From an optimization exercise on the open Yosys and OpenROAD flow, aimed at small area, a short achievable clock period and few clock cycles; shortcuts taken in it are not production practice.
The RTL was checked by simulation tests, not by an equivalence proof against the original design.

Setup of job 5332:
==> flow/design.v (excerpt) <==
module bq_encoder (
    input  wire        clk,
    input  wire        rst,           
    input  wire        start,
    output wire        start_ready,
    input  wire [3:0]  cfg_w,         
    input  wire [3:0]  cfg_h,         
    input  wire [3:0]  cfg_d,         
    input  wire [3:0]  cfg_c,         
    input  wire        pix_valid,
    output wire        pix_ready,
    input  wire [23:0] pix_data,
    output reg         res_valid,
    output reg  [7:0]  res_data,
    output reg         done,
    output reg  [7:0]  base_y,
    output reg  [7:0]  max_delta,
    output reg  [3:0]  rbn,
    output reg  [2:0]  shift,
    output reg  [7:0]  avg_cr,
    output reg  [7:0]  avg_cb,
    output reg  [6:0]  csize
);
==> flow/config.mk <==
export PLATFORM = sky130hd
export DESIGN_NAME = bq_encoder
export DESIGN_NICKNAME = bq_encoder
export VERILOG_FILES = /design/flow/design.v
export SDC_FILE = /design/flow/constraint.sdc
export NUM_CORES = 4
export LEC_CHECK = 0
export CAP_MARGIN = 20
export CORE_MARGIN = 2
export CORE_UTILIZATION = 40
export CTS_BUF_LIST = sky130_fd_sc_hd__clkbuf_4 sky130_fd_sc_hd__clkbuf_8
export CTS_CLUSTER_SIZE = 40
export SLEW_MARGIN = 20
==> flow/constraint.sdc <==
create_clock -name core_clock -period 33.0 [get_ports {clk}]
set_input_delay 6.6000 -clock core_clock [delete_from_list [all_inputs] [get_ports {clk}]]
set_output_delay 6.6000 -clock core_clock [all_outputs]
set_load 0.01 [all_outputs]
standard.sh (not shown) runs the stock make flow with config.mk's settings and CLKGATE_MAP_FILE= SYNTH_SCRIPT=/design/flow/synth_recipe.tcl, a recipe that flattens the netlist after the stock synthesis.
==> flow/flow/run.sh <==
#!/bin/bash
# The standard layout, with stronger port buffers than buffer_ports picks by
# default (it picks a slow delay cell when timing has slack to spare).
set -euo pipefail
export BUFFER_PORTS_ARGS="-buffer_cell sky130_fd_sc_hd__buf_4"
bash standard.sh > standard.log 2>&1
Testbench counts of job 5332, summed over its fixed seeds: cycles 10,665.
> inputs changed (job 5332 -> job 1596)
- CTS_CLUSTER_SIZE no longer set, was 40
- CTS_BUF_LIST no longer set, was sky130_fd_sc_hd__clkbuf_4 sky130_fd_sc_hd__clkbuf_8
## What came out
On number of hold-slack violations in the final timing report, job 5332 tracks job 1596 almost exactly. Per the comparison of job 1596 with job 5332, critical path arrival lost 0.14 ns, cell area after layout did not really move, met3 usage saw a decrease, number of H-tree branching levels decreased by 1 relative to the old numbers. Taking job 5332 as the reference, in job 1596 count of clock-buffer cells in the layout went down; final routed wire length divided by cell count went up; total track usage went down; maximum frequency from static timing analysis went up.
Edits applied to the flow inputs when going from job 1596 to job 7607:
- CORE_UTILIZATION changed from 40 to 60
- CTS_CLUSTER_SIZE newly set to 30
- PLACE_DENSITY newly set to 0.7
- CTS_CLUSTER_DIAMETER newly set to 80
==> comparison <==
- Between job 1596 and job 7607, post-synthesis to final-layout area growth is higher for job 1596, job 7607 comes in under that.
- In the flow results for job 1596 and job 7607, the worst setup slack after layout is larger on job 1596.
- The final reports for job 7607 and job 1596 show worst relative slew slack lower in the former.

* * *

north:
Another version of the RTL of bq_encoder (not shown whole).
For scale: roughly 3300 cells after synthesis, roughly 820 flip-flops, about 100 I/O pins, ~42000 um^2 of cells after synthesis.
Design bq_encoder, start of the top module:
module bq_encoder (
    input  wire        clk,
    input  wire        rst,           
    input  wire        start,
    output wire        start_ready,
    input  wire [3:0]  cfg_w,         
    input  wire [3:0]  cfg_h,         
    input  wire [3:0]  cfg_d,         
    input  wire [3:0]  cfg_c,         
    input  wire        pix_valid,
    output wire        pix_ready,
    input  wire [23:0] pix_data,
    output reg         res_valid,
    output reg  [7:0]  res_data,
    output reg         done,
    output reg  [7:0]  base_y,
    output reg  [7:0]  max_delta,
    output reg  [3:0]  rbn,
    output reg  [2:0]  shift,
    output reg  [7:0]  avg_cr,
    output reg  [7:0]  avg_cb,
    output reg  [6:0]  csize
);
clock: 33.0 ns
lec_check: 0
cap_margin: 20
core_margin: 2
core_utilization: 40
cts_cluster_diameter: 80
cts_cluster_size: 25
slew_margin: 20
Scripts as last shown in full above: flow/flow/run.sh
north: done, clean on timing, DRC and antenna
Testbench counts of north, summed over its fixed seeds: cycles 10,665.
The inputs of south differ from those of north as listed below.
--- a/flow/flow/run.sh
+++ b/flow/flow/run.sh
@@ -5 +5 @@
-export BUFFER_PORTS_ARGS="-buffer_cell sky130_fd_sc_hd__buf_4"
+export BUFFER_PORTS_ARGS="-buffer_cell sky130_fd_sc_hd__buf_2"
==> comparison <==
- Per the comparison of south with north, area added between synthesis and finish now sits lower.
- | iteration count of the initial detailed-routing pass | higher: north |
- Status: post-route cell area parity (south, north)

[re-timing with driven ports]
The flow's constraints put no driver on any port. The routed layouts listed below were extracted and timed again, unchanged, in two steps. Step 1 (the two cells are an assumption about what drives the block):
set clk [get_ports {clk}]
set_driving_cell -lib_cell sky130_fd_sc_hd__clkbuf_16 $clk
set_driving_cell -lib_cell sky130_fd_sc_hd__buf_2 [delete_from_list [all_inputs] $clk]
Step 2 times the ports against the registers' clock, not the clock port: input delays grow and output delays shrink by t, the midpoint of the rising clock arrivals with the driver on. Three values: ideal ports, drivers, drivers and shift; two values: the first two.
| run | t (ns) | setup WS [ns] | worst setup path after step 2 | worst data-port slew with drivers (ns) | pins driven straight from the clock port |
|---|---|---|---|---|---|
| job 5332 | 0.857 | 24.994 / 24.924 / 24.745 | input to register | 0.07 | 1 |
| job 1596 | 0.713 | 25.127 / 25.053 / 24.753 | input to register | 0.07 | 1 |
| job 7607 | 0.670 | 25.119 / 25.052 / 24.701 | input to register | 0.05 | 1 |
| north | 0.720 | 25.118 / 25.053 / 25.009 | input to register | 0.04 | 1 |
| south | 0.712 | 25.128 / 25.056 / 25.099 | input to register | 0.04 | 1 |
After both steps every run listed still meets setup and hold. For job 7607, which loses most, drivers alone change the setup slack by -0.067 ns; drivers and shift together by -0.418 ns.
